Context: an optimization exercise on an open-source flow, tuned for small area, a short achievable clock period and few clock cycles. The choices shown serve that exercise and are no tape-out recipe. RTL that was checked went through simulation tests only; none was proved equivalent to the original. For runs 5 and 6, only the layout was checked, not whether the RTL still works. Power is estimated from default activity; no workload was simulated.

[flow/config.mk]
export PLATFORM = sky130hd
export DESIGN_NAME = midi_framer
export DESIGN_NICKNAME = midi_framer
export VERILOG_FILES = /design/flow/design.v
export SDC_FILE = /design/flow/constraint.sdc
export NUM_CORES = 4
export LEC_CHECK = 0
export CAP_MARGIN = 20
export CORE_MARGIN = 2
export CORE_UTILIZATION = 40
export SLEW_MARGIN = 20
[flow/constraint.sdc]
create_clock -name core_clock -period 10.0 [get_ports {clk}]
set_input_delay 2.0000 -clock core_clock [delete_from_list [all_inputs] [get_ports {clk}]]
set_output_delay 2.0000 -clock core_clock [all_outputs]
set_load 0.01 [all_outputs]
[flow/design.v]
module midi_framer (
  input  wire       clk,
  input  wire       rst,         
  input  wire       ev_valid,
  output wire       ev_ready,
  input  wire       ev_idle,     
  input  wire [7:0] ev_byte,
  output wire       wr_valid,
  input  wire       wr_ready,
  output wire [7:0] wr_addr,
  output wire [7:0] wr_data
);
  function [11:0] ftab(input [6:0] n);
    case (n)
      7'd0: ftab = 12'h000;
      7'd1: ftab = 12'h000;
      7'd2: ftab = 12'h000;
      7'd3: ftab = 12'h000;
      7'd4: ftab = 12'h000;
      7'd5: ftab = 12'h000;
      7'd6: ftab = 12'h000;
      7'd7: ftab = 12'h000;
      7'd8: ftab = 12'h000;
      7'd9: ftab = 12'h000;
      7'd10: ftab = 12'h000;
      7'd11: ftab = 12'h000;
      7'd12: ftab = 12'h000;
      7'd13: ftab = 12'h000;
      7'd14: ftab = 12'h000;
      7'd15: ftab = 12'h000;
      7'd16: ftab = 12'h000;
      7'd17: ftab = 12'h000;
      7'd18: ftab = 12'h000;
      7'd19: ftab = 12'h000;
      7'd20: ftab = 12'h000;
      7'd21: ftab = 12'h000;
      7'd22: ftab = 12'hF72;
      7'd23: ftab = 12'hE94;
      7'd24: ftab = 12'hDC3;
      7'd25: ftab = 12'hCFD;
      7'd26: ftab = 12'hC42;
      7'd27: ftab = 12'hB92;
      7'd28: ftab = 12'hAEC;
      7'd29: ftab = 12'hA4F;
      7'd30: ftab = 12'h9BB;
      7'd31: ftab = 12'h92F;
      7'd32: ftab = 12'h8AB;
      7'd33: ftab = 12'h82F;
      7'd34: ftab = 12'h7B9;
      7'd35: ftab = 12'h74A;
      7'd36: ftab = 12'h6E1;
      7'd37: ftab = 12'h67E;
      7'd38: ftab = 12'h621;
      7'd39: ftab = 12'h5C9;
      7'd40: ftab = 12'h576;
      7'd41: ftab = 12'h527;
      7'd42: ftab = 12'h4DD;
      7'd43: ftab = 12'h498;
      7'd44: ftab = 12'h456;
      7'd45: ftab = 12'h417;
      7'd46: ftab = 12'h3DC;
      7'd47: ftab = 12'h3A5;
      7'd48: ftab = 12'h371;
      7'd49: ftab = 12'h33F;
      7'd50: ftab = 12'h311;
      7'd51: ftab = 12'h2E5;
      7'd52: ftab = 12'h2BB;
      7'd53: ftab = 12'h294;
      7'd54: ftab = 12'h26F;
      7'd55: ftab = 12'h24C;
      7'd56: ftab = 12'h22B;
      7'd57: ftab = 12'h20C;
      7'd58: ftab = 12'h1EE;
      7'd59: ftab = 12'h1D3;
      7'd60: ftab = 12'h1B8;
      7'd61: ftab = 12'h1A0;
      7'd62: ftab = 12'h188;
      7'd63: ftab = 12'h172;
      7'd64: ftab = 12'h15D;
      7'd65: ftab = 12'h14A;
      7'd66: ftab = 12'h137;
      7'd67: ftab = 12'h126;
      7'd68: ftab = 12'h115;
      7'd69: ftab = 12'h106;
      7'd70: ftab = 12'h0F7;
      7'd71: ftab = 12'h0E9;
      7'd72: ftab = 12'h0DC;
      7'd73: ftab = 12'h0D0;
      7'd74: ftab = 12'h0C4;
      7'd75: ftab = 12'h0B9;
      7'd76: ftab = 12'h0AF;
      7'd77: ftab = 12'h0A5;
      7'd78: ftab = 12'h09C;
      7'd79: ftab = 12'h093;
      7'd80: ftab = 12'h08B;
      7'd81: ftab = 12'h083;
      7'd82: ftab = 12'h07C;
      7'd83: ftab = 12'h075;
      7'd84: ftab = 12'h06E;
      7'd85: ftab = 12'h068;
      7'd86: ftab = 12'h062;
      7'd87: ftab = 12'h05D;
      7'd88: ftab = 12'h057;
      7'd89: ftab = 12'h052;
      7'd90: ftab = 12'h04E;
      7'd91: ftab = 12'h049;
      7'd92: ftab = 12'h045;
      7'd93: ftab = 12'h041;
      7'd94: ftab = 12'h03E;
      7'd95: ftab = 12'h03A;
      7'd96: ftab = 12'h037;
      7'd97: ftab = 12'h034;
      7'd98: ftab = 12'h031;
      7'd99: ftab = 12'h02E;
      7'd100: ftab = 12'h02C;
      7'd101: ftab = 12'h029;
      7'd102: ftab = 12'h027;
      7'd103: ftab = 12'h025;
      7'd104: ftab = 12'h023;
      7'd105: ftab = 12'h021;
      7'd106: ftab = 12'h01F;
      7'd107: ftab = 12'h01D;
      7'd108: ftab = 12'h01C;
      7'd109: ftab = 12'h01A;
      7'd110: ftab = 12'h019;
      7'd111: ftab = 12'h017;
      7'd112: ftab = 12'h016;
      7'd113: ftab = 12'h015;
      7'd114: ftab = 12'h013;
      7'd115: ftab = 12'h012;
      7'd116: ftab = 12'h011;
      7'd117: ftab = 12'h010;
      7'd118: ftab = 12'h00F;
      7'd119: ftab = 12'h00F;
      7'd120: ftab = 12'h00E;
      7'd121: ftab = 12'h00D;
      7'd122: ftab = 12'h00C;
      7'd123: ftab = 12'h00C;
      7'd124: ftab = 12'h00B;
      7'd125: ftab = 12'h00A;
      7'd126: ftab = 12'h00A;
      7'd127: ftab = 12'h009;
      default: ftab = 12'h000;
    endcase
  endfunction
  localparam [1:0] C_OTHER = 2'd0, C_RAW = 2'd1, C_ON = 2'd2, C_OFF = 2'd3;
  localparam [1:0] P_NONE = 2'd0, P_LSB = 2'd1, P_MSB = 2'd2;
  reg  [9:0] tc;
  reg  [6:0] te;
  reg        pn;         
  reg  [6:0] vn0, vn1, vn2;
  reg  [2:0] vk0, vk1, vk2;
  reg  [2:0] due;
  reg        sv;
  reg  [1:0] cls;
  reg        cnt;
  reg  [6:0] fn;
  reg        ir_v;
  reg        iw;         
  reg        ir_idle;
  reg  [7:0] ir_b;
  reg        sr;         
  reg        mp;         
  reg        h_v;
  reg  [6:0] h_a;
  reg  [7:0] h_d;
  reg  [1:0] ph;
  reg  [1:0] hs;
  reg  [2:0] pm;         
  wire busy = mp | h_v;
  wire proc = ir_v & ~(iw & busy);
  assign ev_ready = ~(ir_v & iw & busy);
  wire   mo       = mp | sr;
  assign wr_valid = mo | h_v;
  assign wr_addr  = mo ? 8'h07 : {1'b0, h_a};
  assign wr_data  = mo ? 8'h38 : h_d;
  wire occ0 = (vn0 != 7'd0), occ1 = (vn1 != 7'd0), occ2 = (vn2 != 7'd0);
  wire [2:0] evm = due & {3{pn}};
  wire [6:0] v  = ir_b[6:0];
  wire       vz = (v == 7'd0);
  wire m0 = (vn0 == fn), m1 = (vn1 == fn), m2 = (vn2 == fn);
  wire       mf = m0 | m1 | m2;
  wire [1:0] ms = m0 ? 2'd0 : m1 ? 2'd1 : 2'd2;
  wire       ff = ~occ0 | ~occ1 | ~occ2;
  wire [1:0] fs = ~occ0 ? 2'd0 : ~occ1 ? 2'd1 : 2'd2;
  wire       do_raw   = (cls == C_RAW);
  wire       do_alloc = (cls == C_ON) & ~vz;
  wire       do_rel   = ((cls == C_ON) & vz) | (cls == C_OFF);
  wire       a_found  = mf | ff;
  wire [1:0] a_s      = mf ? ms : fs;
  wire       msg_more = do_raw | (do_alloc & a_found) | (do_rel & mf);
  wire [1:0] t_s      = do_alloc ? a_s : ms;                
  wire       touch    = (do_alloc & a_found) | (do_rel & mf);
  wire tc0   = (tc == 10'd0);
  wire late  = (te >= 7'd61) & (te <= 7'd64) & (tc >= 10'd537);
  wire [2:0] nload = tc0 ? ((te >= 7'd62) ? 3'd5 : 3'd4) : (late ? 3'd6 : 3'd5);
  wire [6:0]  hn  = (hs == 2'd0) ? vn0 : (hs == 2'd1) ? vn1 : vn2;
  wire [11:0] hft = ftab(hn);
  wire [1:0] pm_s = pm[0] ? 2'd0 : pm[1] ? 2'd1 : 2'd2;
  wire [1:0] ev_s = evm[0] ? 2'd0 : evm[1] ? 2'd1 : 2'd2;
  wire p_idle = proc & ir_idle;
  wire p_pass = p_idle & pn;
  wire p_stat = proc & ~ir_idle & ir_b[7];
  wire p_d1   = proc & ~ir_idle & ~ir_b[7] & sv & ~cnt;
  wire p_msg  = sr;
  wire p_wpass = p_pass & (|due);
  wire       sv_n  = sv | p_stat;
  wire       cnt_n = p_stat ? 1'b0 : p_d1 ? 1'b1 : p_msg ? 1'b0 : cnt;
  wire       pn_n  = p_pass ? 1'b0 :
                     p_idle ? ((tc == 10'd998) | ((te == 7'd65) & (tc == 10'd534))) : pn;
  wire [2:0] due_n;
  assign due_n[0] = p_pass ? (occ0 & (vk0 == 3'd2)) : (p_msg & touch & (t_s == 2'd0)) ? 1'b0 : due[0];
  assign due_n[1] = p_pass ? (occ1 & (vk1 == 3'd2)) : (p_msg & touch & (t_s == 2'd1)) ? 1'b0 : due[1];
  assign due_n[2] = p_pass ? (occ2 & (vk2 == 3'd2)) : (p_msg & touch & (t_s == 2'd2)) ? 1'b0 : due[2];
  wire       mp_n  = mo & ~wr_ready;
  wire       h_last = (ph == P_NONE) & (pm == 3'd0);
  wire       h_v_n = p_msg   ? msg_more :
                     p_wpass ? 1'b1 :
                     (~mp & h_v & wr_ready) ? ~h_last : h_v;
  wire       take  = ev_valid & ~(ir_v & iw & busy);
  wire       keep  = ir_v & ~proc;
  wire       iw_in = ev_idle ? (pn_n & (|due_n)) : (~ev_byte[7] & sv_n & cnt_n);
  wire       iw_n  = keep ? iw : (take & iw_in);
  wire       idle_n = keep ? ir_idle : ev_idle;
  wire       sr_n  = iw_n & ~idle_n & ~mp_n & ~h_v_n;
  always @(posedge clk) begin
    if (~keep) begin
      ir_idle <= ev_idle;
      ir_b    <= ev_byte;
    end
    if (rst) begin
      ir_v <= 1'b0;
      iw   <= 1'b0;
      sr   <= 1'b0;
      pn   <= 1'b0;
      due  <= 3'd0;
      sv   <= 1'b0;
      cnt  <= 1'b0;
      mp   <= 1'b0;
      h_v  <= 1'b0;
    end else begin
      ir_v <= keep | take;
      iw   <= iw_n;
      sr   <= sr_n;
      pn   <= pn_n;
      due  <= due_n;
      sv   <= sv_n;
      cnt  <= cnt_n;
      mp   <= mp_n;
      h_v  <= h_v_n;
    end
    if (rst) begin
      tc <= 10'd0;
      te <= 7'd0;
    end else if (p_idle) begin
      if (pn) begin
        tc <= 10'd0;
        te <= (te == 7'd65) ? 7'd0 : te + 7'd1;
      end else begin
        tc <= tc + 10'd1;
      end
    end
    if (rst) begin
      vn0 <= 7'd0;
      vn1 <= 7'd0;
      vn2 <= 7'd0;
    end else if (p_pass) begin
      if (due[0]) vn0 <= 7'd0;
      if (due[1]) vn1 <= 7'd0;
      if (due[2]) vn2 <= 7'd0;
    end else if (p_msg & touch) begin
      case (t_s)
        2'd0: vn0 <= do_alloc ? fn : 7'd0;
        2'd1: vn1 <= do_alloc ? fn : 7'd0;
        default: vn2 <= do_alloc ? fn : 7'd0;
      endcase
    end
    if (p_pass) begin
      vk0 <= vk0 - 3'd1;
      vk1 <= vk1 - 3'd1;
      vk2 <= vk2 - 3'd1;
    end else if (p_msg & touch) begin
      case (t_s)
        2'd0: vk0 <= nload;
        2'd1: vk1 <= nload;
        default: vk2 <= nload;
      endcase
    end
    if (p_stat)
      cls <= (ir_b == 8'h85)       ? C_RAW :
             (ir_b[6:4] == 3'b001) ? C_ON  :
             (ir_b[6:4] == 3'b000) ? C_OFF : C_OTHER;
    if (p_d1)
      fn <= v;
    if (p_msg) begin
      ph  <= do_alloc ? P_LSB : P_NONE;
      pm  <= 3'd0;
      hs  <= a_s;
      h_a <= do_raw ? fn : {5'd2, t_s};
      h_d <= do_raw ? {1'b0, v} : do_alloc ? 8'h0F : 8'h00;
    end else if (p_wpass) begin
      ph  <= P_NONE;
      pm  <= evm & ~(3'd1 << ev_s);
      h_a <= {5'd2, ev_s};
      h_d <= 8'h00;
    end else if (~mp & h_v & wr_ready) begin
      if (ph == P_LSB) begin
        h_a <= {4'd0, hs, 1'b0};
        h_d <= hft[7:0];
        ph  <= P_MSB;
      end else if (ph == P_MSB) begin
        h_a <= {4'd0, hs, 1'b1};
        h_d <= {4'd0, hft[11:8]};
        ph  <= P_NONE;
      end else if (pm != 3'd0) begin
        h_a <= {5'd2, pm_s};
        h_d <= 8'h00;
        pm  <= pm & ~(3'd1 << pm_s);
      end
    end
  end
endmodule
[flow/flow/run.sh]
#!/bin/bash
# Layout: the standard ORFS flow, with repair_timing aiming for extra setup slack
# and plain buffers on the ports (still one buffer per port, as the standard flow).
set -euo pipefail
bash standard.sh \
  SETUP_SLACK_MARGIN=7 \
  TNS_END_PERCENT=100 \
  MATCH_CELL_FOOTPRINT=0 \
  "BUFFER_PORTS_ARGS=-buffer_cell sky130_fd_sc_hd__buf_4" \
  finish > flow_make.log 2>&1
[flow/standard.sh]
#!/bin/bash
# synth_recipe.tcl (not shown) runs the flow's synth.tcl, then flattens the netlist and writes it again
# the make line also repeats each setting of config.mk as NAME=value (left out here)
make -C /OpenROAD-flow-scripts/flow DESIGN_CONFIG=/design/flow/config.mk WORK_HOME=/design/flow/orfs CLKGATE_MAP_FILE= SYNTH_SCRIPT=/design/flow/synth_recipe.tcl "${@:-finish}"
==> run summary, run 1 <==
Yosys reg bits slightly below 100; cts hold-fix bufs 0; CTS Sinks 98; P_leak 2.75 nW; syn_nets approximately 830; WS Path Type flip-flop to output pin; VDD IR-drop max slightly below 0.06 mV; Max Freq just under 300 MHz; total negative slack 0 ns; crit path cell chain or3_1 > buf_6; Hold WC Path Type flip-flop to flip-flop; biggest area consumer among synthesized cells edfxtp_1; Async SR Flop Fraction 0%; max_slew headroom 28.3%; Hold EP sv$_SDFF_PP0_; Final setup viols 0; register area share after synthesis a little over a third; initial cell density of the core between 40% and 50%; average cell area after synthesis approximately 8.5 µm²; synth warn 1; Antenna Violating Nets Remaining 0; status timing/DRC/antenna clean; post-synth cell types 75; H-tree levels 3; PortBufs 29; DRC 0; most numerous cell in the Yosys netlist nor2_1; total track usage between 20% and 30%; Worst-path clk slew ~0.07 ns; critical path's slowest cell edfxtp_1; Iteration-0 DRC Markers about 770; synth cell count leaders nor2_1 (82), nand2_1 (69), dfxtp_1 (53); R2R depth 11; root buf cell clkbuf_16; EDFF count, synth 45; vias per cell around 6.2; Core Rows 47; RSZ-0062 raised after global routing yes; max reg flops 10; Clock Latency Late Sink about 0.35 ns; vias in the first global route roughly 6000; largest net degree at the start of global routing 48; CTS tree built; Core Util, Final between 40% and 50%; worst slew pin tran around 1.1 ns; Power Density roughly 100 nW/µm²; layout cells sized above 1 between 15 and 20%; final hold viol count 0; CP arrival approximately 1.4 ns; top cells by area, synth edfxtp_1 (20%), dfxtp_1 (16%), ha_1 (5.2%); Worst Hold Launch sv$_SDFF_PP0_; reg2reg setup slack slightly above 7 ns; Syn-to-layout area delta 15.8%; Max Buffers Root-to-Sink 2; worst path required time roughly 8.0 ns; Core Region between 15000 and 20000 µm²; # IOs 31; Die W approximately 130 µm; post-placement cell area 7050 µm²; critical path endpoint category output pin; final worst-path cycle share 33.6%; WHS between 0.4 and 0.5 ns; full die area 17800 µm²; Biggest register tc; Nets 850; filler cell count about 1600; worst r2r src hs[0]$_DFFE_PP_; Syn Std Cell Area approximately 6700 µm²; r2r endpoint h_d[1]$_DFFE_PP_; final worst path period need between 3 and 4 ns; Clock Skew between 0.009 and 0.01 ns; WL final 21100 µm; first-pass GRT wire length between 30000 and 40000 µm; startpoint types flip-flop; DRT Pass-1 Iters 5; CP Max Fanout 1; Vias 6407; dpl hpwl around 15000 µm; initial antenna violation count 2; total grt overflow 0; synthesized instance count 787; Slew Viols, Final 0; Yosys top cell area share roughly 20%; top_reg_cell synth dfxtp_1; clock buffer count from CTS 9; hold depth 2; Final Cell Area a little under 8000 µm²; Die Ht approximately 130 µm; RD Place Congestion between 0.9 and 1; Max Cap Viol 0; worst stage delay on the critical path roughly 0.48 ns; Largest regs tc: 10 flops, h_d: 8 flops, ir_b: 8 flops; DR WL/cell just over 20 µm
==> critical path: cells and delay by family, from the launching register on <==
kind,cells,cell delay [ns]
buffers and inverters,1,0.13
DFF,1,0.48
and+or+nand+nor,1,0.39
==> per-stage QoR <==
stage / instances / worst slack [ns] / total power, W
6_report: 1035 / 6.64 / 0.000798
5_1_grt: 1035 / 6.63 / 0.000824
4_1_cts: 1026 / 6.69 / 0.000802
3_5_place_dp: 990 / 6.28 / 0.000479
3_3_place_gp: 990 / 6.43 / 0.000478
2_1_floorplan: 787 / 7.03 / 0.000460
==> repair_timing <==
item,4_1_cts,5_1_grt
buffers inserted,19,6
endpoints found under the hold margin,0,0
gates cloned,1,2
resized for setup,20,30
pin swaps,3,1
endpoints found under the setup margin,31,31
==> cells in the final DEF, fill, tap and decap left out, drive strengths merged, types with 21 or more instances in the layout <==
master	count
mux2i	21
nor3	25
xnor2	21
inv	27
buf	64
a21oi	43
edfxtp	45
dfxtp	53
nand2	69
nand3	22
ha	28
nor2	83
o21ai	45
==> report_power, final <==
part / total, W / leakage (nW) / internal (W) / switching (W)
registers: 0.000431 / 0.854 / 0.000424 / 0.00000619
logic: 0.0000416 / 1.77 / 0.0000182 / 0.0000235
clock network: 0.000326 / 0.129 / 0.000176 / 0.000150
==> cells by family after synthesis <==
family | synth area share (%)
AO/OA/AOI/OAI | 20.4
XOR/XNOR | 5.10
adder cells (fa/ha/maj) | 5.23
buffers and inverters | 5.01
flip-flops | 36.0
multiplexers | 5.83
other | 0.0560
AND/OR/NAND/NOR | 22.3
==> final cells by class <==
class / count / area, µm² / share of cell area, %
clock inverters: 4 / 28.8 / 0.371
repair buffers: 66 / 567 / 7.31
flip-flops and latches: 98 / 2420 / 31.2
inverters: 30 / 124 / 1.60
diodes: 1 / 2.50 / 0.0323
well taps: 220 / 275 / 3.55
multi-input cells: 604 / 4090 / 52.8
clock buffers: 12 / 246 / 3.18
==> worst max-delay path by stage <==
stage	startpoint	end	slack, ns	cells after the start
finish	h_d[4]$_DFFE_PP_	wr_data[4]	6.64	2
global route	h_d[4]$_DFFE_PP_	wr_data[4]	6.63	2
CTS	h_d[4]$_DFFE_PP_	wr_data[4]	6.69	2
detailed placement	hs[0]$_DFFE_PP_	h_d[0]$_DFFE_PP_	6.28	10
global placement	hs[0]$_DFFE_PP_	h_d[0]$_DFFE_PP_	6.43	10
floorplan	mp$_SDFF_PP0_	wr_addr[3]	7.03	4
==> per-layer routing <==
metal | global-route usage [%] | vias to the layer above | part of all wire [%] | routed length, µm
li1 | - | 2938 | - | -
met4 | 10.8 | 0 | 4.5 | 947
met2 | 36.8 | 339 | 45 | 9520
met1 | 31.1 | 3061 | 43 | 9140
met5 | 0 | - | 0 | 0
met3 | 3.58 | 69 | 7.2 | 1530
Testbench counts, summed over its fixed seeds: cycles 233,265.
==> inputs of run 2 (changes only) <==
==> flow/run.sh (new file) <==
#!/bin/bash
# synth_recipe.tcl (not shown) runs the flow's synth.tcl, then flattens the netlist and writes it again
# the make line also repeats each setting of config.mk as NAME=value (left out here)
make -C /OpenROAD-flow-scripts/flow DESIGN_CONFIG=/design/flow/config.mk WORK_HOME=/design/flow/orfs CLKGATE_MAP_FILE= SYNTH_SCRIPT=/design/flow/synth_recipe.tcl finish
removed: flow/flow/run.sh
removed: flow/standard.sh
==> run 2 against run 1 <==
Against the previous run:
- still clean
- worst hold slack gained 0.012 ns
- clock skew grew 0.00080 ns
- sequential cell count is the same
- synthesized area is the same
- critical path depth grew 1
- design area shrank 3.6%
- utilization shrank 1.7 points
- power grew 11%
- worst setup slack lost 0.85 ns
- clock-buffer cell count shrank 1
- cell count shrank 2.9%
- critical endpoint is now wr_addr[4]
- largest cell class unchanged
==> run summary, run 2 <==
R2R depth 10 (-1); vias per cell 6.10 (-1.4%); PortBufs 29 (unchanged); register area share after synthesis 36.0% (unchanged); Biggest register tc; Synth Area in Simple Gates 22.3% (unchanged); WHS 0.495 ns (+0.0118 ns); Iteration-0 DRC Markers 698 (-9.7%); VDD IR-drop max 0.0666 mV (+14%); CTS tree built; largest net degree at the start of global routing 48 (unchanged); biggest area consumer among synthesized cells edfxtp_1; Core Region 16500 µm² (unchanged); Core Rows 47 (unchanged); H-tree levels 3 (unchanged); RSZ-0062 raised after global routing no; total negative slack 0 ns (unchanged); Max Freq 237 MHz (-20%); most numerous cell in the Yosys netlist nor2_1; Async SR Flop Fraction 0% (unchanged); Max Cap Viol 0 (unchanged); Post-Synth XOR/XNOR Area 5.10% (unchanged); Ant. Diodes 0 (-1); worst setup path endpoint wr_addr[4]; Largest regs tc: 10 flops, h_d: 8 flops, ir_b: 8 flops; status timing/DRC/antenna clean; Clock Skew 0.0101 ns (+0.000799 ns); adder-cell share of the synthesized area 5.23% (unchanged); startpoint types flip-flop; final hold viol count 0 (unchanged); worst path required time 8.00 ns (about the same); syn_nets 828 (unchanged); Antenna Violating Nets Remaining 0 (unchanged); Vias 6133 (-4.3%); post_cts resized 0 (-100%); top cells by area, synth edfxtp_1 (20%), dfxtp_1 (16%), ha_1 (5.2%); Yosys reg bits 98 (unchanged); synthesized instance count 787 (unchanged); max_slew headroom 34.7% (+6.4 points); post-synth cell types 75 (unchanged); full die area 17800 µm² (unchanged); Nets 821 (-3.4%); synth warn 1 (unchanged); post-CTS setup buffer count 0 (-19); CP Max Fanout 19 (+18); DRC 0 (unchanged); Die Ht 133 µm (unchanged); vias in the first global route 5840 (-1.5%); Power Density 119 nW/µm² (+16%); critical path endpoint category output pin; complex-gate fraction of the synthesized area 20.4% (unchanged); Die W 133 µm (unchanged); Slew Viols, Final 0 (unchanged); P_leak 2.61 nW (-5.0%); Worst-path clk slew 0.06 ns (about the same); Max Buffers Root-to-Sink 2 (unchanged); synth cell count leaders nor2_1 (82), nand2_1 (69), dfxtp_1 (53); r2r endpoint h_d[3]$_DFFE_PP_; EDFF count, synth 45 (unchanged); total track usage 22.2% (-0.98 points); reg2reg setup slack 6.24 ns (-0.80 ns); average cell area after synthesis 8.51 µm² (unchanged); Final setup viols 0 (unchanged); first-pass GRT wire length 31500 µm (-3.4%); multiplexer area fraction after synthesis 5.83% (unchanged); cts hold-fix bufs 0 (unchanged); commonest non-fill, non-tap cell in the layout nor2_1; worst r2r src hs[0]$_DFFE_PP_; crit path from sr$_SDFF_PP0_; Hold WC Path Type flip-flop to flip-flop; RD Place Congestion 1.00 (+2.3%); top_reg_cell synth dfxtp_1; WL final 19500 µm (-7.6%); final worst-path cycle share 42.2% (+8.5 points); commonest non-fill, non-tap cells in the layout nor2_1 (82), nand2_1 (69), dfxtp_1 (53), edfxtp_1 (45), a21oi_1 (43); final worst path period need 4.22 ns (+0.853 ns); CTS Sinks 98 (unchanged); initial cell density of the core 40.7% (unchanged); DRT Pass-1 Iters 6 (+1); clock buffer count from CTS 9 (unchanged); Clock Latency Late Sink 0.34 ns (about the same); DR WL/cell 19.4 µm (-4.8%); initial antenna violation count 0 (-2); Syn Std Cell Area 6700 µm² (unchanged); largest family of logic cells by synthesized area simple AND/OR/NAND/NOR gates; # IOs 31 (unchanged); dpl hpwl 14300 µm (-1.5%); root buf cell clkbuf_16; WS Path Type flip-flop to output pin; max reg flops 10 (unchanged); Yosys top cell area share 20.2% (unchanged); Syn-to-layout area delta 11.6%; CP arrival 2.22 ns (+0.86 ns); filler cell count 1607 (+2.0%); worst slew pin tran 0.973 ns (-0.0991 ns); total grt overflow 0 (unchanged); layout cells sized above 1 6.11% (-10 points)
-- run 2: cell types whose count changed in the layout (fill, tap and decap cells not counted), moves of 3 or more --
cell / before / now
buf_4: 59 / 9
buf_6: 3 / 0
bufinv_16: 0 / 4
clkdlybuf4s50_1: 0 / 29
clkinvlp_4: 5 / 1
ha_1: 22 / 28
ha_2: 4 / 0
mux2i_1: 18 / 21
mux2i_2: 3 / 0
o21a_1: 8 / 11
-- run 2: critical path, cell delays in order (launching register included) --
cell and delay, ns:
dfxtp_1 0.51, nor2_1 0.59, and2_1 0.24, clkdlybuf4s50_1 0.54
-- run 2: how the worst min path moves through the flow --
stage | cells after the start | to | slack, ns | startpoint
after detailed placement | 2 | sv$_SDFF_PP0_ | 0.48 | sv$_SDFF_PP0_
after global placement | 2 | sv$_SDFF_PP0_ | 0.46 | sv$_SDFF_PP0_
after floorplan | 2 | sv$_SDFF_PP0_ | 0.45 | sv$_SDFF_PP0_
final | 2 | sv$_SDFF_PP0_ | 0.50 | sv$_SDFF_PP0_
after global routing | 2 | sv$_SDFF_PP0_ | 0.52 | sv$_SDFF_PP0_
after CTS | 2 | sv$_SDFF_PP0_ | 0.49 | sv$_SDFF_PP0_
-- run 2: per-stage QoR --
stage	power (W)	utilization, %	area [µm²]	setup WS, ns	std cells
finish	0.000890	45.4	7470	5.78	1005
global placement	0.000480	43.2	7110	6.18	989
detailed placement	0.000481	43.2	7110	6.11	989
global route	0.000917	45.4	7470	5.64	1005
CTS	0.000894	45.4	7470	5.74	1005
floorplan	0.000460	-	6700	6.95	787
-- run 2: per-layer routing --
| layer | up-vias | track usage (%) | wire length, µm |
|---|---|---|---|
| met4 | 0 | 8.10 | 558 |
| li1 | 2882 | - | - |
| met1 | 2946 | 30.2 | 8720 |
| met5 | - | 0 | 0 |
| met2 | 259 | 35.5 | 8940 |
| met3 | 46 | 3.92 | 1320 |
-- run 2: kinds of logic after synthesis --
| logic type | Yosys count |
|---|---|
| DFF | 98 |
| adders and majority gates | 28 |
| AOI/OAI and AO/OA | 203 |
| buffers and inverters | 86 |
| xor gates and xnor gates | 39 |
| muxes | 37 |
| other | 1 |
| and+or+nand+nor | 295 |
-- run 2: power by group --
group	leakage (nW)	internal, W	switching [W]
clock network	0.170	0.000270	0.000147
logic	1.59	0.0000195	0.0000218
registers	0.852	0.000425	0.00000646
-- run 2: area by class of cell --
class	count	area, µm²	area share, %
clock buffer	11	233	3.11
sequential	98	2410	32.3
tap	220	275	3.68
clock inverter	5	128	1.71
multi-input combinational	603	3960	52.9
inverter	30	113	1.51
timing repair buffer	38	358	4.79
==> inputs of run 3 (changes only) <==
--- a/flow/design.v
+++ b/flow/design.v
@@ -163,2 +163,3 @@
   reg        mp;         
+  reg        mo;         
   reg        h_v;
@@ -166,12 +167,13 @@
   reg  [7:0] h_d;
-  reg  [1:0] ph;
+  reg  [1:0] ph;         
   reg  [1:0] hs;
   reg  [2:0] pm;         
-  wire busy = mp | h_v;
-  wire proc = ir_v & ~(iw & busy);
-  assign ev_ready = ~(ir_v & iw & busy);
-  wire   mo       = mp | sr;
-  assign wr_valid = mo | h_v;
+  reg        er;
+  reg        wv;
+  assign ev_ready = er;
+  assign wr_valid = wv;
   assign wr_addr  = mo ? 8'h07 : {1'b0, h_a};
   assign wr_data  = mo ? 8'h38 : h_d;
+  wire busy  = mp | h_v;
+  wire proc  = ir_v & ~(iw & busy);
   wire occ0 = (vn0 != 7'd0), occ1 = (vn1 != 7'd0), occ2 = (vn2 != 7'd0);
@@ -190,5 +192,5 @@
   wire [1:0] a_s      = mf ? ms : fs;
-  wire       msg_more = do_raw | (do_alloc & a_found) | (do_rel & mf);
-  wire [1:0] t_s      = do_alloc ? a_s : ms;                
   wire       touch    = (do_alloc & a_found) | (do_rel & mf);
+  wire       msg_more = do_raw | touch;
+  wire [1:0] t_s      = do_alloc ? a_s : ms;                
   wire tc0   = (tc == 10'd0);
@@ -200,7 +202,7 @@
   wire [1:0] ev_s = evm[0] ? 2'd0 : evm[1] ? 2'd1 : 2'd2;
-  wire p_idle = proc & ir_idle;
-  wire p_pass = p_idle & pn;
-  wire p_stat = proc & ~ir_idle & ir_b[7];
-  wire p_d1   = proc & ~ir_idle & ~ir_b[7] & sv & ~cnt;
-  wire p_msg  = sr;
+  wire p_idle  = proc & ir_idle;
+  wire p_pass  = p_idle & pn;
+  wire p_stat  = proc & ~ir_idle & ir_b[7];
+  wire p_d1    = proc & ~ir_idle & ~ir_b[7] & sv & ~cnt;
+  wire p_msg   = sr;
   wire p_wpass = p_pass & (|due);
@@ -214,13 +216,21 @@
   assign due_n[2] = p_pass ? (occ2 & (vk2 == 3'd2)) : (p_msg & touch & (t_s == 2'd2)) ? 1'b0 : due[2];
-  wire       mp_n  = mo & ~wr_ready;
-  wire       h_last = (ph == P_NONE) & (pm == 3'd0);
-  wire       h_v_n = p_msg   ? msg_more :
-                     p_wpass ? 1'b1 :
-                     (~mp & h_v & wr_ready) ? ~h_last : h_v;
-  wire       take  = ev_valid & ~(ir_v & iw & busy);
-  wire       keep  = ir_v & ~proc;
-  wire       iw_in = ev_idle ? (pn_n & (|due_n)) : (~ev_byte[7] & sv_n & cnt_n);
-  wire       iw_n  = keep ? iw : (take & iw_in);
+  wire       xfer   = ~mp & h_v & wr_ready;                  
+  wire       mp_n   = mo & ~wr_ready;
+  wire       h_v_n  = p_msg   ? msg_more :
+                      p_wpass ? 1'b1 :
+                      xfer    ? ((ph != P_NONE) | (pm != 3'd0)) : h_v;
+  wire [1:0] ph_n   = p_msg ? (do_alloc ? P_LSB : P_NONE) :
+                      p_wpass ? P_NONE :
+                      (xfer & (ph == P_LSB)) ? P_MSB :
+                      (xfer & (ph == P_MSB)) ? P_NONE : ph;
+  wire       keep   = ir_v & ~proc;
+  wire       take   = ev_valid & er;
+  wire       b_d2   = ~ev_byte[7] & sv_n & cnt_n;
+  wire       iw_in  = ev_idle ? (pn_n & (|due_n)) : b_d2;
+  wire       iw_n   = keep ? iw  : (take & iw_in);
   wire       idle_n = keep ? ir_idle : ev_idle;
-  wire       sr_n  = iw_n & ~idle_n & ~mp_n & ~h_v_n;
+  wire       sr_n   = iw_n & ~idle_n & ~mp_n & ~h_v_n;
+  wire       mo_n   = mp_n | sr_n;
+  wire       er_n   = ~(iw_n & (mp_n | h_v_n));
+  wire       wv_n   = mo_n | h_v_n;
   always @(posedge clk) begin
@@ -239,3 +249,6 @@
       mp   <= 1'b0;
+      mo   <= 1'b0;
       h_v  <= 1'b0;
+      er   <= 1'b1;
+      wv   <= 1'b0;
     end else begin
@@ -249,4 +262,8 @@
       mp   <= mp_n;
+      mo   <= mo_n;
       h_v  <= h_v_n;
+      er   <= er_n;
+      wv   <= wv_n;
     end
+    ph <= ph_n;
     if (rst) begin
@@ -295,3 +312,2 @@
     if (p_msg) begin
-      ph  <= do_alloc ? P_LSB : P_NONE;
       pm  <= 3'd0;
@@ -301,3 +317,2 @@
     end else if (p_wpass) begin
-      ph  <= P_NONE;
       pm  <= evm & ~(3'd1 << ev_s);
@@ -305,3 +320,3 @@
       h_d <= 8'h00;
-    end else if (~mp & h_v & wr_ready) begin
+    end else if (xfer) begin
       if (ph == P_LSB) begin
@@ -309,3 +324,2 @@
         h_d <= hft[7:0];
-        ph  <= P_MSB;
       end else if (ph == P_MSB) begin
@@ -313,3 +327,2 @@
         h_d <= {4'd0, hft[11:8]};
-        ph  <= P_NONE;
       end else if (pm != 3'd0) begin
==> flow/flow/run.sh (new file) <==
#!/bin/bash
# Layout: the standard ORFS flow, with repair_timing aiming for extra setup slack
# and plain buffers on the ports (still one buffer per port, as the standard flow).
set -euo pipefail
bash standard.sh \
  SETUP_SLACK_MARGIN=7.5 \
  TNS_END_PERCENT=100 \
  MATCH_CELL_FOOTPRINT=0 \
  "BUFFER_PORTS_ARGS=-buffer_cell sky130_fd_sc_hd__buf_4" \
  finish > flow_make.log 2>&1
==> flow/standard.sh (new file) <==
#!/bin/bash
# synth_recipe.tcl (not shown) runs the flow's synth.tcl, then flattens the netlist and writes it again
# the make line also repeats each setting of config.mk as NAME=value (left out here)
make -C /OpenROAD-flow-scripts/flow DESIGN_CONFIG=/design/flow/config.mk WORK_HOME=/design/flow/orfs CLKGATE_MAP_FILE= SYNTH_SCRIPT=/design/flow/synth_recipe.tcl "${@:-finish}"
removed: flow/run.sh
==> run 3 against run 2 <==
Against the previous run:
- worst hold slack improved by 0.012 ns
- clock-buffer cell count is 2 lower
- fmax is 34% higher
==> run summary, run 3 <==
status timing/DRC/antenna clean; syn_nets 824 (-0.48%); Vias 6930 (+13%); Final setup viols 0 (unchanged); Syn-to-layout area delta 33.3%; final worst path period need 3.14 ns (-1.08 ns); Core Region 16500 µm² (+0.36%); final worst-path setup slack 6.86 ns (+1.08 ns); Slew Viols, Final 0 (unchanged); root buf cell clkbuf_16; vias in the first global route 6390 (+9.4%); max reg flops 10 (unchanged); layout cells sized above 1 30.3% (+24 points); vias per cell 6.39 (+4.8%); total grt overflow 0 (unchanged); synth cell count leaders nand2_1 (80), nor2_1 (79), dfxtp_1 (56); biggest area consumer among synthesized cells edfxtp_1; EDFF count, synth 45 (unchanged); RSZ-0062 raised after global routing yes; synth warn 1 (unchanged); total track usage 25.4% (+3.2 points); Die W 134 µm (+0.26%); Syn Std Cell Area 6730 µm² (+0.54%); DRC 0 (unchanged); total negative slack 0 ns (unchanged); final hold viol count 0 (unchanged); register area share after synthesis 36.7% (+0.70 points); commonest non-fill, non-tap cells in the layout buf_4 (85), nand2_1 (69), nor2_1 (69), dfxtp_1 (52), edfxtp_1 (45); Largest regs tc: 10 flops, h_d: 8 flops, ir_b: 8 flops; WHS 0.508 ns (+0.0121 ns); worst path required time 8.00 ns (about the same); Max Freq 319 MHz (+34%); startpoint types flip-flop; Yosys top cell area share 20.1% (-0.11 points); max_slew headroom 54.7% (+20 points); crit path cell chain buf_12 > nor2b_4 > buf_4; dpl hpwl 14500 µm (+1.7%); top cells by area, synth edfxtp_1 (20%), dfxtp_1 (17%), ha_1 (5.2%); CP Max Fanout 9 (-10); WS Path Type flip-flop to output pin; worst slew pin tran 0.673 ns (-0.300 ns); Clock Skew 0.00879 ns (-0.00133 ns); Design Power 0.000830 W (-6.7%); first-pass GRT wire length 35500 µm (+13%); Core Rows 47 (unchanged); cts hold-fix bufs 0 (unchanged); most numerous cell in the Yosys netlist nand2_1; PortBufs 29 (unchanged); Ant. Diodes 0 (unchanged); worst stage delay on the critical path 0.42 ns (-0.17 ns); VDD IR-drop max 0.0838 mV (+26%); Async SR Flop Fraction 0% (unchanged); CP arrival 1.14 ns (-1.08 ns); DR WL/cell 22.0 µm (+13%); H-tree levels 3 (unchanged); Hold WC Path Type flip-flop to flip-flop; critical path endpoint category output pin; largest net degree at the start of global routing 35 (-27%); CTS Sinks 101 (+3.1%); Die Ht 134 µm (+0.26%); initial cell density of the core 40.7% (+0.075 points); Nets 900 (+9.6%); Biggest register tc; # IOs 31 (unchanged); Yosys reg bits 101 (+3.1%); dpl ws 6.15 ns (+0.0405 ns); Power Density 92.6 nW/µm² (-22%); final worst-path cycle share 31.4% (-11 points); full die area 17900 µm² (+0.53%); WL final 23800 µm (+22%); Max Buffers Root-to-Sink 2 (unchanged); synthesized instance count 783 (-0.51%); top_reg_cell synth dfxtp_1; critical path's slowest cell dfxtp_4; average cell area after synthesis 8.60 µm² (+1.1%); Iteration-0 DRC Markers 836 (+20%); Max Cap Viol 0 (unchanged); clock buffer count from CTS 9 (unchanged); RD Place Congestion 0.944 (-5.6%); initial antenna violation count 0 (unchanged); commonest non-fill, non-tap cell in the layout buf_4; DRT Pass-1 Iters 6 (unchanged); CTS tree built; P_leak 3.35 nW (+28%); Clock Latency Late Sink 0.36 ns (+0.02 ns); Worst-path clk slew 0.07 ns (about the same); post-synth cell types 79 (+5.3%); Antenna Violating Nets Remaining 0 (unchanged)
[run 3: logic make-up after synthesis]
group | share of synthesized area (%)
AO/OA/AOI/OAI | 23.2
AND/OR/NAND/NOR | 21.1
multiplexers | 3.94
other | 0.0557
XOR/XNOR | 5.20
flip-flops | 36.7
adder cells (fa/ha/maj) | 5.20
buffers and inverters | 4.65
[run 3: report_power, final]
part / internal, W / switching, W
Combinational: 0.00000984 / 0.0000114
Sequential: 0.000433 / 0.00000756
Clock: 0.000200 / 0.000169
Total: 0.000643 / 0.000188
[run 3: final cells by class]
cell class / count / area (µm²)
Clock buffer: 9 / 225
Clock inverter: 7 / 92.6
Fill cell: 1445 / 7550
Inverter: 26 / 136
Multi-Input combinational cell: 608 / 4710
Sequential cell: 101 / 2480
Tap cell: 220 / 275
Timing Repair Buffer: 112 / 1040
Timing Repair inverter: 1 / 11.3
[run 3: what timing repair did]
item / CTS / global route
setup buffers: 52 / 18
cloned: 6 / 3
pin swaps: 32 / 34
setup endpoints to repair: 89 / 82
gates resized for setup: 100 / 65
[run 3: critical path, delay by kind of cell (launching register included)]
| kind | cells | cell delay, ns |
|---|---|---|
| DFF | 1 | 0.42 |
| and+or+nand+nor | 1 | 0.04 |
| buffers and inverters | 2 | 0.31 |
[run 3: worst paths after layout]
| check | from | end | slack, ns | cells after the start |
|---|---|---|---|---|
| min reg2reg | er$_SDFF_PP1_ | ir_v$_SDFF_PP0_ | 0.51 | 2 |
| max reg2reg | hs[0]$_DFFE_PP_ | h_d[4]$_DFFE_PP_ | 7.24 | 13 |
| min | er$_SDFF_PP1_ | ir_v$_SDFF_PP0_ | 0.51 | 2 |
| max | mo$_SDFF_PP0_ | wr_data[6] | 6.86 | 3 |
[run 3: stage by stage]
stage	cell area, µm²	utilization (%)	instances
2_1_floorplan	6970	-	783
3_3_place_gp	7260	44.0	989
3_5_place_dp	7260	44.0	989
4_1_cts	8460	51.2	1063
5_1_grt	8970	54.3	1084
6_report	8970	54.3	1084
[run 3: routing by layer]
metal	GRT usage [%]	up-vias	share of wire, %
met2	39.9	461	45
met1	34.0	3318	41
met4	9.28	0	3.6
li1	-	3066	-
met3	6.16	85	10
met5	0	-	0
Testbench counts of run 3, summed over its fixed seeds: cycles 233,265.
==> inputs of run 4 (changes only) <==
--- a/flow/flow/run.sh
+++ b/flow/flow/run.sh
@@ -5,3 +5,3 @@
 bash standard.sh \
-  SETUP_SLACK_MARGIN=7.5 \
+  SETUP_SLACK_MARGIN=7 \
   TNS_END_PERCENT=100 \
==> run 4 against run 3 <==
Against the previous run:
- design area fell by 13%
- combinational power shrank 14%
- critical path type unchanged
- clock skew shrank 0.0012 ns
- worst hold slack worse by 0.011 ns
- first-iteration DRC count fell by 21%
- critical path depth fell by 1
- largest power group unchanged
- global-route usage fell by 2.6 points
- non-clock buffer count is 48 lower
- power fell by 4.7%
==> run summary, run 4 <==
Power Density 102 nW/µm² (+10%); top_reg_cell synth dfxtp_1; Antenna Violating Nets Remaining 0 (unchanged); average cell area after synthesis 8.60 µm² (unchanged); Worst-path clk slew 0.07 ns (about the same); Ant. Diodes 0 (unchanged); synth cell count leaders nand2_1 (80), nor2_1 (79), dfxtp_1 (56); Max Cap Viol 0 (unchanged); met3 usage 5.78% (-0.38 points); total grt overflow 0 (unchanged); GR Util met2 33.7% (-6.2 points); synthesized instance count 783 (unchanged); commonest non-fill, non-tap cells in the layout nand2_1 (78), nor2_1 (76), buf_4 (58), dfxtp_1 (54), edfxtp_1 (45); filler cell count 1588 (+9.9%); Slew Viols, Final 0 (unchanged); final hold viol count 0 (unchanged); busiest grt layer met2; worst path required time 8.00 ns (about the same); worst stage delay on the critical path 0.39 ns (-0.03 ns); CTS Sinks 101 (unchanged); worst slew pin tran 0.815 ns (+0.142 ns); biggest area consumer among synthesized cells edfxtp_1; critical path endpoint category output pin; Buf+Inv Stages, Crit Path 1 (-1); Clock Latency Late Sink 0.35 ns (about the same); first-pass GRT wire length 32500 µm (-8.5%); full die area 17900 µm² (unchanged); Largest regs tc: 10 flops, h_d: 8 flops, ir_b: 8 flops; Core Util, Final 47.0% (-7.3 points); Yosys reg bits 101 (unchanged); most numerous cell in the Yosys netlist nand2_1; Multi-input gate area 4090 µm² (-13%); clock buffer count from CTS 9 (unchanged); DR WL/cell 19.9 µm (-9.5%); largest net degree at the start of global routing 46 (+31%); DRT Pass-1 Iters 5 (-1); vias per cell 6.12 (-4.3%); syn_nets 824 (unchanged); DRC 0 (unchanged); PortBufs 29 (unchanged); register area share after synthesis 36.7% (unchanged); final worst path period need 3.19 ns (+0.0490 ns); initial antenna violation count 0 (unchanged); Syn-to-layout area delta 15.3%; startpoint types flip-flop; WL final 20500 µm (-14%); H-tree levels 3 (unchanged); Die Ht 134 µm (unchanged); critical path's slowest cell dfxtp_4; EDFF count, synth 45 (unchanged); post-synth cell types 79 (unchanged); CP arrival 1.19 ns (+0.05 ns); Yosys top cell area share 20.1% (unchanged); Nets 847 (-5.9%); vias in the first global route 5949 (-6.9%); P_leak 2.81 nW (-16%); fin cells 1031 (-4.9%); dpl hpwl 14700 µm (+1.4%); WS Path Type flip-flop to output pin; commonest non-fill, non-tap cell in the layout nand2_1; synth warn 1 (unchanged); Async SR Flop Fraction 0% (unchanged); root buf cell clkbuf_16; Max Freq 314 MHz (-1.5%); Syn Std Cell Area 6730 µm² (unchanged); total track usage 22.8% (-2.6 points); Core Region 16500 µm² (unchanged); Biggest register tc; Die W 134 µm (unchanged); status timing/DRC/antenna clean; M1 GR Usage 33.0% (-0.99 points); placed cell count 989 (unchanged); layout cells sized above 1 16.5% (-14 points); CP top delay family flip-flops; Hold WC Path Type flip-flop to flip-flop; VDD IR-drop max 0.0870 mV (+3.8%); max_slew headroom 45.1% (-9.7 points); RD Place Congestion 0.964 (+2.1%); Iteration-0 DRC Markers 658 (-21%); final worst-path cycle share 31.9% (+0.49 points); final worst-path setup slack 6.81 ns (-0.0490 ns); Clock Skew 0.00755 ns (-0.00124 ns); CP Max Fanout 12 (+3); CTS tree built; Core Rows 47 (unchanged); dpl ws 6.37 ns (+0.220 ns); initial cell density of the core 40.7% (unchanged); Vias 6305 (-9.0%); # IOs 31 (unchanged); Register Area 2480 µm² (-0.10%); top cells by area, synth edfxtp_1 (20%), dfxtp_1 (17%), ha_1 (5.2%); Final setup viols 0 (unchanged); RSZ-0062 raised after global routing yes; Max Buffers Root-to-Sink 2 (unchanged); cts hold-fix bufs 0 (unchanged); crit path cell chain or2_2 > buf_4; total negative slack 0 ns (unchanged); max reg flops 10 (unchanged)
[run 4: cell counts after synthesis]
No cell type changed its count.
[run 4: kinds of logic after synthesis]
logic type,Yosys count,synth area share [%]
adders and majority gates,28,5.20
DFF,101,36.7
muxes,26,3.94
buffers and inverters,78,4.65
AOI/OAI and AO/OA,220,23.2
other,1,0.0557
and+or+nand+nor,289,21.1
xor gates and xnor gates,40,5.20
[run 4: final cells by class]
type / instances / share of cell area, %
clock buffers: 9 / 2.90
multi-input cells: 604 / 52.7
flip-flops and latches: 101 / 31.9
well taps: 220 / 3.55
clock inverters: 7 / 0.758
repair buffers: 64 / 6.77
inverters: 26 / 1.40
[run 4: path summary, 6_finish.rpt]
| check | from | end | slack (ns) | cells past startpoint |
|---|---|---|---|---|
| worst max-delay path | mo$_SDFF_PP0_ | wr_data[5] | 6.81 | 2 |
| worst min-delay path | sv$_SDFF_PP0_ | sv$_SDFF_PP0_ | 0.50 | 2 |
| worst max register to register | hs[0]$_DFFE_PP_ | h_d[4]$_DFFE_PP_ | 7.01 | 12 |
| worst min register to register | sv$_SDFF_PP0_ | sv$_SDFF_PP0_ | 0.50 | 2 |
[run 4: stage by stage]
| step | total power (W) | instance area (µm²) | hold WS [ns] |
|---|---|---|---|
| 2_1_floorplan | 0.000457 | 6760 | 0.451 |
| 3_3_place_gp | 0.000466 | 7110 | 0.473 |
| 3_5_place_dp | 0.000466 | 7110 | 0.487 |
| 4_1_cts | 0.000795 | 7580 | 0.502 |
| 5_1_grt | 0.000819 | 7760 | 0.521 |
| 6_report | 0.000791 | 7760 | 0.496 |
[run 4: what timing repair did]
action                     in CTS  in global routing
setup endpoints to repair      28                 42
buffers inserted               18                  7
gates resized for setup        17                 25
pin swaps                       3                 13
cloned                          0                  1
[run 4: power by group]
| group | switching [W] | internal [W] | leakage [nW] |
|---|---|---|---|
| Clock | 0.000160 | 0.000173 | 0.138 |
| Sequential | 0.00000687 | 0.000433 | 0.894 |
| Combinational | 0.0000104 | 0.00000791 | 1.78 |
| Total | 0.000178 | 0.000613 | 2.81 |
[run 4: routing by layer]
layer,up-vias,wire (µm)
met5,-,0
met4,0,261
met3,24,1940
met2,308,9040
met1,3035,9260
li1,2938,-
[run 4: tightest hold or removal path: stages (launching register included)]
cell	delay, ns
dfxtp_1	0.34
nor2_1	0.05
nor2_1	0.07
==> inputs of run 5 (changes only) <==
--- a/flow/design.v
+++ b/flow/design.v
@@ -148,2 +148,3 @@
   reg  [9:0] tc;
+  reg        lf;         
   reg  [6:0] te;
@@ -170,6 +171,4 @@
   reg  [2:0] pm;         
-  reg        er;
-  reg        wv;
-  assign ev_ready = er;
-  assign wr_valid = wv;
+  assign ev_ready = ~(iw & (mp | h_v));
+  assign wr_valid = mo | h_v;
   assign wr_addr  = mo ? 8'h07 : {1'b0, h_a};
@@ -195,5 +194,8 @@
   wire [1:0] t_s      = do_alloc ? a_s : ms;                
+  localparam [9:0] TC_534 = 10'h05D, TC_536 = 10'h175, TC_998 = 10'h159;
+  localparam [2:0] VK_4 = 3'd5, VK_5 = 3'd6, VK_6 = 3'd3, VK_1 = 3'd4;
   wire tc0   = (tc == 10'd0);
-  wire late  = (te >= 7'd61) & (te <= 7'd64) & (tc >= 10'd537);
-  wire [2:0] nload = tc0 ? ((te >= 7'd62) ? 3'd5 : 3'd4) : (late ? 3'd6 : 3'd5);
+  wire late  = (te >= 7'd61) & (te <= 7'd64) & lf;
+  wire [2:0] nload = tc0 ? ((te >= 7'd62) ? VK_5 : VK_4) : (late ? VK_6 : VK_5);
+  wire [9:0] tc_inc = {tc[8:0], ~(tc[9] ^ tc[6])};
   wire [6:0]  hn  = (hs == 2'd0) ? vn0 : (hs == 2'd1) ? vn1 : vn2;
@@ -211,7 +213,7 @@
   wire       pn_n  = p_pass ? 1'b0 :
-                     p_idle ? ((tc == 10'd998) | ((te == 7'd65) & (tc == 10'd534))) : pn;
+                     p_idle ? ((tc == TC_998) | ((te == 7'd65) & (tc == TC_534))) : pn;
   wire [2:0] due_n;
-  assign due_n[0] = p_pass ? (occ0 & (vk0 == 3'd2)) : (p_msg & touch & (t_s == 2'd0)) ? 1'b0 : due[0];
-  assign due_n[1] = p_pass ? (occ1 & (vk1 == 3'd2)) : (p_msg & touch & (t_s == 2'd1)) ? 1'b0 : due[1];
-  assign due_n[2] = p_pass ? (occ2 & (vk2 == 3'd2)) : (p_msg & touch & (t_s == 2'd2)) ? 1'b0 : due[2];
+  assign due_n[0] = p_pass ? (occ0 & (vk0 == VK_1)) : (p_msg & touch & (t_s == 2'd0)) ? 1'b0 : due[0];
+  assign due_n[1] = p_pass ? (occ1 & (vk1 == VK_1)) : (p_msg & touch & (t_s == 2'd1)) ? 1'b0 : due[1];
+  assign due_n[2] = p_pass ? (occ2 & (vk2 == VK_1)) : (p_msg & touch & (t_s == 2'd2)) ? 1'b0 : due[2];
   wire       xfer   = ~mp & h_v & wr_ready;                  
@@ -226,3 +228,3 @@
   wire       keep   = ir_v & ~proc;
-  wire       take   = ev_valid & er;
+  wire       take   = ev_valid & ev_ready;
   wire       b_d2   = ~ev_byte[7] & sv_n & cnt_n;
@@ -233,4 +235,2 @@
   wire       mo_n   = mp_n | sr_n;
-  wire       er_n   = ~(iw_n & (mp_n | h_v_n));
-  wire       wv_n   = mo_n | h_v_n;
   always @(posedge clk) begin
@@ -251,4 +251,2 @@
       h_v  <= 1'b0;
-      er   <= 1'b1;
-      wv   <= 1'b0;
     end else begin
@@ -264,4 +262,2 @@
       h_v  <= h_v_n;
-      er   <= er_n;
-      wv   <= wv_n;
     end
@@ -271,2 +267,3 @@
       te <= 7'd0;
+      lf <= 1'b0;
     end else if (p_idle) begin
@@ -275,4 +272,6 @@
         te <= (te == 7'd65) ? 7'd0 : te + 7'd1;
+        lf <= 1'b0;
       end else begin
-        tc <= tc + 10'd1;
+        tc <= tc_inc;
+        if (tc == TC_536) lf <= 1'b1;
       end
@@ -295,5 +294,5 @@
     if (p_pass) begin
-      vk0 <= vk0 - 3'd1;
-      vk1 <= vk1 - 3'd1;
-      vk2 <= vk2 - 3'd1;
+      vk0 <= {vk0[1:0], ~(vk0[2] ^ vk0[1])};
+      vk1 <= {vk1[1:0], ~(vk1[2] ^ vk1[1])};
+      vk2 <= {vk2[1:0], ~(vk2[2] ^ vk2[1])};
     end else if (p_msg & touch) begin
==> run 5 against run 4 <==
Against the previous run:
- synthesized area is 1.9% lower
- sequential power is essentially flat
- non-clock buffer count is 4 higher
- die area decreased by 1.9%
- worst setup slack worse by 0.065 ns
- combinational power grew to 2.8 times the previous value
- clock-buffer cell count did not move
- via count is 0.41% higher
- clock power grew 3%
- critical path type unchanged
- highest routed layer unchanged
==> run summary, run 5 <==
Hold EP lf$_SDFFE_PP0P_; dpl hpwl 15200 µm (+3.1%); CTS tree built; Ant. Diodes 0 (unchanged); initial antenna violation count 0 (unchanged); layout cells sized above 1 17.2% (+0.64 points); DRC 0 (unchanged); WL final 21900 µm (+6.8%); clock buffer count from CTS 9 (unchanged); total grt overflow 0 (unchanged); Yosys top cell area share 20.5% (+0.39 points); reg2reg setup slack 6.99 ns (-0.02 ns); Syn-to-layout area delta 16.8%; Iteration-0 DRC Markers 683 (+3.8%); DRT Pass-1 Iters 6 (+1); P_leak 2.78 nW (-1.4%); Power Density 108 nW/µm² (+6.3%); full die area 17500 µm² (-1.9%); filler cell count 1562 (-1.6%); commonest non-fill, non-tap cell in the layout nand2_1; vias in the first global route 5960 (+0.18%); Max Cap Viol 0 (unchanged); Clock Skew 0.00790 ns (+0.000348 ns); initial cell density of the core 41.3% (+0.53 points); Vias 6331 (+0.41%); Die Ht 132 µm (-0.93%); Nets 836 (-1.3%); Clock Latency Late Sink 0.34 ns (about the same); Async SR Flop Fraction 0% (unchanged); final worst path period need 3.25 ns (+0.0650 ns); synthesized instance count 778 (-0.64%); vias per cell 6.17 (+0.90%); CP top delay family flip-flops; biggest area consumer among synthesized cells edfxtp_1; syn_nets 809 (-1.8%); CP arrival 1.25 ns (+0.06 ns); crit path cell chain buf_8 > nor2b_1 > buf_4; # IOs 31 (unchanged); final hold viol count 0 (unchanged); total negative slack 0 ns (unchanged); post-synth cell types 77 (-2.5%); Final setup viols 0 (unchanged); RSZ-0062 raised after global routing yes; r2r endpoint h_d[0]$_DFFE_PP_; critical path depth 3 (+1); cts hold-fix bufs 0 (unchanged); DR WL/cell 21.3 µm (+7.4%); max_slew headroom 39.8% (-5.3 points); worst r2r src hs[0]$_DFFE_PP_; commonest non-fill, non-tap cells in the layout nand2_1 (89), a21oi_1 (57), nor2_1 (56), dfxtp_1 (53), buf_4 (52); top cells by area, synth edfxtp_1 (20%), dfxtp_1 (17%), nand2_1 (5.2%); Worst Hold Launch lf$_SDFFE_PP0P_; largest net degree at the start of global routing 46 (unchanged); average cell area after synthesis 8.49 µm² (-1.3%); Max Freq 307 MHz (-2.0%); Core Rows 46 (-2.1%); worst stage delay on the critical path 0.38 ns (about the same); VDD IR-drop max 0.0913 mV (+5.0%); Hold WC Path Type flip-flop to flip-flop; status timing/DRC/antenna clean; first-pass GRT wire length 34000 µm (+4.6%); Max Buffers Root-to-Sink 2 (unchanged); Antenna Violating Nets Remaining 0 (unchanged); critical path endpoint category output pin; Worst-path clk slew 0.07 ns (about the same); H-tree levels 3 (unchanged); final worst-path cycle share 32.5% (+0.65 points); CP Max Fanout 7 (-5); WS Path Type flip-flop to output pin; most numerous cell in the Yosys netlist nand2_1; Design Power 0.000836 W (+5.6%); critical path's slowest cell dfxtp_4; register area share after synthesis 37.1% (+0.41 points); top_reg_cell synth dfxtp_1; R2R depth 10 (-2); startpoint types flip-flop; CTS Sinks 100 (-0.99%); Slew Viols, Final 0 (unchanged); hold depth 1 (-1); Yosys reg bits 100 (-0.99%); Buf+Inv Stages, Crit Path 2 (+1); Core Region 16000 µm² (-3.2%); Largest regs tc: 10 flops, h_d: 8 flops, ir_b: 8 flops; synth cell count leaders nand2_1 (91), a21oi_1 (57), nor2_1 (56); RD Place Congestion 0.950 (-1.5%); Biggest register tc; Die W 132 µm (-0.93%); Syn Std Cell Area 6600 µm² (-1.9%); synth warn 1 (unchanged); worst slew pin tran 0.900 ns (+0.0843 ns); root buf cell clkbuf_16; max reg flops 10 (unchanged); worst path required time 8.00 ns (about the same); total track usage 24.5% (+1.7 points); EDFF count, synth 45 (unchanged); PortBufs 29 (unchanged)
[run 5: changes by cell type after synthesis, sizes merged, moves of 7 or more]
cell	change
nand2b	+18
buf	+7
a31oi	-7
nor3	+10
xnor2	-8
nand3b	+7
a32oi	-10
nor2	-23
a21oi	+18
o21a	+11
ha	-10
nand2	+11
[run 5: cell type report]
type                       instances  area [µm²]  area share, %
multi-input combinational        606        4000           51.9
clock inverter                     7        65.1          0.844
sequential                       100        2460           31.9
tap                              216         270           3.50
timing repair buffer              68         596           7.72
clock buffer                       9         225           2.92
inverter                          20        91.3           1.18
[run 5: timing repair]
item                                    in CTS  in global routing
gates resized for setup                     24                 36
gates cloned                                 1                  0
endpoints found under the setup margin      28                 37
setup buffers                               23                 11
pin swaps                                    2                 12
[run 5: worst max-delay path by stage]
stage	from	to	slack [ns]
after floorplan	wr_ready	h_a[0]$_DFFE_PP_	6.97
after global placement	hs[1]$_DFFE_PP_	h_d[0]$_DFFE_PP_	6.11
after detailed placement	hs[1]$_DFFE_PP_	h_d[1]$_DFFE_PP_	6.07
after CTS	mo$_SDFF_PP0_	wr_addr[2]	6.75
after global routing	mo$_SDFF_PP0_	wr_addr[6]	6.71
final	mo$_SDFF_PP0_	wr_addr[6]	6.75
[run 5: cell families (layout without fill, tap and decap cells)]
kind of cell	count (synthesis)	in the layout	synth area share, %
adder cells (fa/ha/maj)	18	18	3.41
AO/OA/AOI/OAI	233	234	23.4
AND/OR/NAND/NOR	292	292	22.1
other	1	1	0.0568
buffers and inverters	73	104	5.04
XOR/XNOR	31	31	4.11
flip-flops	100	100	37.1
multiplexers	30	30	4.76
[run 5: per-stage QoR]
step / worst slack, ns / instance area [µm²] / std cells / util [%] / hold WS, ns
6_report: 6.75 / 7710 / 1026 / 48.2 / 0.476
5_1_grt: 6.71 / 7710 / 1026 / 48.2 / 0.511
4_1_cts: 6.75 / 7480 / 1015 / 46.8 / 0.480
3_5_place_dp: 6.07 / 6910 / 975 / 43.2 / 0.462
3_3_place_gp: 6.11 / 6910 / 975 / 43.2 / 0.457
2_1_floorplan: 6.97 / 6640 / 778 / - / 0.440
[run 5: power breakdown]
part	internal [W]	leakage [nW]	total [W]	switching, W
Clock	0.000176	0.141	0.000344	0.000169
Combinational	0.0000233	1.76	0.0000507	0.0000274
Sequential	0.000433	0.874	0.000441	0.00000730
[run 5: layer usage]
| layer | part of all wire (%) | GRT usage (%) | up-vias | wire [µm] |
|---|---|---|---|---|
| met5 | 0 | 0 | - | 0 |
| met4 | 2.8 | 8.84 | 0 | 605 |
| met3 | 6.6 | 3.33 | 53 | 1450 |
| met2 | 48 | 39.9 | 303 | 10500 |
| met1 | 43 | 33.3 | 3060 | 9390 |
| li1 | - | - | 2915 | - |
==> inputs of run 6 (changes only) <==
--- a/flow/config.mk
+++ b/flow/config.mk
@@ -7,2 +7,3 @@
 export LEC_CHECK = 0
+export ABC_AREA = 1
 export CAP_MARGIN = 20
==> run 6 against run 5 <==
Against the previous run:
- critical path depth is the same
- utilization shrank 1.4 points
- power grew 2.4%
- still clean on timing, DRC and antenna
- via count shrank 1.8%
- non-clock buffer count shrank 22
- wire length shrank 16%
- worst hold slack lost 0.028 ns
- critical endpoint is now wr_data[5]
- clock-buffer cell count grew 3
==> run summary, run 6 <==
status timing/DRC/antenna clean; top cells by area, synth edfxtp_1 (21%), dfxtp_1 (17%), nand2_1 (13%); largest net degree at the start of global routing 35 (-24%); largest family of logic cells by synthesized area simple AND/OR/NAND/NOR gates; register area share after synthesis 38.5% (+1.3 points); commonest non-fill, non-tap cell in the layout nand2_1; DRC 0 (unchanged); PortBufs 29 (unchanged); Async SR Flop Fraction 0% (unchanged); CTS Sinks 100 (unchanged); CP arrival 1.17 ns (-0.08 ns); CP Max Fanout 5 (-2); RD Place Congestion 0.946 (-0.45%); Largest regs tc: 10 flops, h_d: 8 flops, ir_b: 8 flops; synthesized instance count 912 (+17%); Nets 973 (+16%); max_slew headroom 61.1% (+21 points); synth warn 1 (unchanged); worst path required time 8.00 ns (about the same); Yosys top cell area share 21.2% (+0.73 points); P_leak 3.20 nW (+15%); Power Density 116 nW/µm² (+7.3%); vias in the first global route 5431 (-8.9%); cts hold-fix bufs 0 (unchanged); Core Rows 46 (unchanged); final worst-path setup slack 6.83 ns (+0.0830 ns); most numerous cell in the Yosys netlist nand2_1; Synth Area in Simple Gates 28.0% (+5.9 points); max reg flops 10 (unchanged); # IOs 31 (unchanged); layout cells sized above 1 12.5% (-4.7 points); DR WL/cell 15.8 µm (-26%); Core Region 15700 µm² (-1.8%); WS Path Type flip-flop to output pin; top_reg_cell synth dfxtp_1; Worst-path clk slew 0.06 ns (about the same); Max Buffers Root-to-Sink 2 (unchanged); startpoint types flip-flop; H-tree levels 3 (unchanged); Clock Latency Late Sink 0.36 ns (+0.02 ns); Core Util, Final 46.8% (-1.4 points); Die W 130 µm (-1.7%); RSZ-0062 raised after global routing yes; Yosys reg bits 100 (unchanged); crit path cell chain buf_6 > or2_4 > buf_6; total track usage 21.9% (-2.5 points); initial cell density of the core 40.6% (-0.69 points); post-synth cell types 52 (-32%); CTS tree built; Iteration-0 DRC Markers 688 (+0.73%); commonest non-fill, non-tap cells in the layout nand2_1 (213), inv_1 (116), nor2_1 (110), o21ai_0 (66), a21oi_1 (64); Post-Synth XOR/XNOR Area 1.24% (-2.9 points); biggest area consumer among synthesized cells edfxtp_1; Vias 6217 (-1.8%); adder-cell share of the synthesized area 3.53% (+0.12 points); dpl ws 6.78 ns (+0.709 ns); critical path endpoint category output pin; CP top delay family flip-flops; Max Freq 316 MHz (+2.6%); dpl hpwl 13800 µm (-9.2%); average cell area after synthesis 6.99 µm² (-18%); Clock Skew 0.00912 ns (+0.00123 ns); complex-gate fraction of the synthesized area 18.8% (-4.6 points); initial antenna violation count 0 (unchanged); Biggest register tc; DRT Pass-1 Iters 5 (-1); clock buffer count from CTS 9 (unchanged); full die area 17000 µm² (-3.3%); worst stage delay on the critical path 0.35 ns (-0.03 ns); Hold WC Path Type flip-flop to flip-flop; syn_nets 943 (+17%); Slew Viols, Final 0 (unchanged); Ant. Diodes 0 (unchanged); Top cell by count, worst path buf_6; final worst path period need 3.17 ns (-0.0830 ns); WL final 18300 µm (-16%); Die Ht 130 µm (-1.7%); VDD IR-drop max 0.128 mV (+41%); total negative slack 0 ns (unchanged); Syn-to-layout area delta 15.4%; first-pass GRT wire length 28500 µm (-16%); critical path's slowest cell dfxtp_4; Buf+Inv Stages, Crit Path 2 (unchanged); Final setup viols 0 (unchanged); final hold viol count 0 (unchanged); multiplexer area fraction after synthesis 0% (-4.8 points); EDFF count, synth 45 (unchanged); Antenna Violating Nets Remaining 0 (unchanged); worst slew pin tran 0.584 ns (-0.316 ns); final worst-path cycle share 31.7% (-0.83 points); synth cell count leaders nand2_1 (214), nor2_1 (119), inv_1 (117); root buf cell clkbuf_16; Syn Std Cell Area 6380 µm² (-3.4%); total grt overflow 0 (unchanged); Max Cap Viol 0 (unchanged); vias per cell 5.35 (-13%)
-- run 6: kinds of logic after synthesis --
group	count (synthesis)
DFF	100
adders and majority gates	18
and+or+nand+nor	421
xor gates and xnor gates	9
other	1
AOI/OAI and AO/OA	204
buffers and inverters	159
-- run 6: metal layers --
layer | up-vias | part of all wire [%] | GRT usage, %
li1 | 3071 | - | -
met4 | 0 | 2.7 | 7.59
met2 | 305 | 43 | 32.7
met5 | - | 0 | 0
met1 | 2792 | 46 | 31.8
met3 | 49 | 8.3 | 4.22
-- run 6: report_power, final --
group	total, W	internal [W]	switching [W]
clock network	0.000344	0.000192	0.000152
logic	0.0000643	0.0000258	0.0000385
registers	0.000447	0.000439	0.00000847
-- run 6: final timing paths --
kind,from,end,slack (ns),cells past startpoint
max,mo$_SDFF_PP0_,wr_data[5],6.83,3
min,ir_b[6]$_DFFE_PN_,fn[6]$_DFFE_PP_,0.45,0
max reg2reg,hs[1]$_DFFE_PP_,h_d[1]$_DFFE_PP_,7.07,15
min reg2reg,ir_b[6]$_DFFE_PN_,fn[6]$_DFFE_PP_,0.45,0
-- run 6: layout make-up --
| type | instances | area, µm² |
|---|---|---|
| fill | 1605 | 8350 |
| multi-input combinational | 653 | 3400 |
| clock buffer | 12 | 268 |
| clock inverter | 4 | 30.0 |
| timing repair buffer | 46 | 427 |
| sequential | 100 | 2460 |
| tap | 216 | 270 |
| inverter | 132 | 502 |
-- run 6: per-stage QoR --
stage	instances	hold WS (ns)	instance area [µm²]	power (W)
finish	1163	0.448	7360	0.000856
global route	1163	0.466	7360	0.000890
CTS	1153	0.448	7190	0.000862
detailed placement	1133	0.432	6760	0.000514
global placement	1133	0.432	6760	0.000514
floorplan	912	0.426	6390	0.000492
-- run 6: worst reg2reg max path, cell delays in order (launching register included) --
cell and delay (ns):
edfxtp_1 0.47, inv_2 0.15, nand2_4 0.09, nor2_1 0.19, nor3_4 0.06, buf_6 0.19
inv_2 0.38, nand2_1 0.21, inv_2 0.16, nand3_1 0.09, nand3_1 0.11, o21ai_1 0.10
a21oi_1 0.14, nand2_1 0.10, a21oi_1 0.14, o21ai_1 0.09
-- run 6: repair_timing --
item / 4_1_cts / 5_1_grt
setup endpoints to repair: 39 / 26
buffers inserted: 4 / 10
gates cloned: 0 / 0
resized for setup: 30 / 21
pin swaps: 16 / 4

re-timing with driven ports:
No port has a modelled driver above. Below, the same layouts with a new extraction and two added sets of constraints.
Step 1 (the two cells are an assumption about what drives the block):
set clk [get_ports {clk}]
set_driving_cell -lib_cell sky130_fd_sc_hd__clkbuf_16 $clk
set_driving_cell -lib_cell sky130_fd_sc_hd__buf_2 [delete_from_list [all_inputs] $clk]
Step 2, shift: input delay + t, output delay - t, t = (earliest + latest rising clock arrival at the registers) / 2. This alone moves slack from input paths to output paths.
Three values: no drivers, after step 1, after step 2; two values: the first two.
run	t (ns)	setup slack, ns	worst setup path after step 2	worst register clock-pin slew, ns
run 1	0.389	6.636 / 6.596 / 6.737	input to register	0.07 / 0.07
run 2	0.381	5.782 / 5.738 / 6.119	register to output	0.07 / 0.07
run 3	0.399	6.862 / 6.816 / 6.624	input to register	0.07 / 0.07
run 4	0.389	6.813 / 6.767 / 6.555	input to register	0.07 / 0.07
run 5	0.379	6.748 / 6.709 / 6.713	input to register	0.08 / 0.08
run 6	0.395	6.831 / 6.788 / 6.769	input to register	0.07 / 0.07
After both steps setup and hold are still met in every run listed. The setup slack of run 4, which loses most, moves by -0.046 ns with the drivers and by -0.258 ns with both steps.
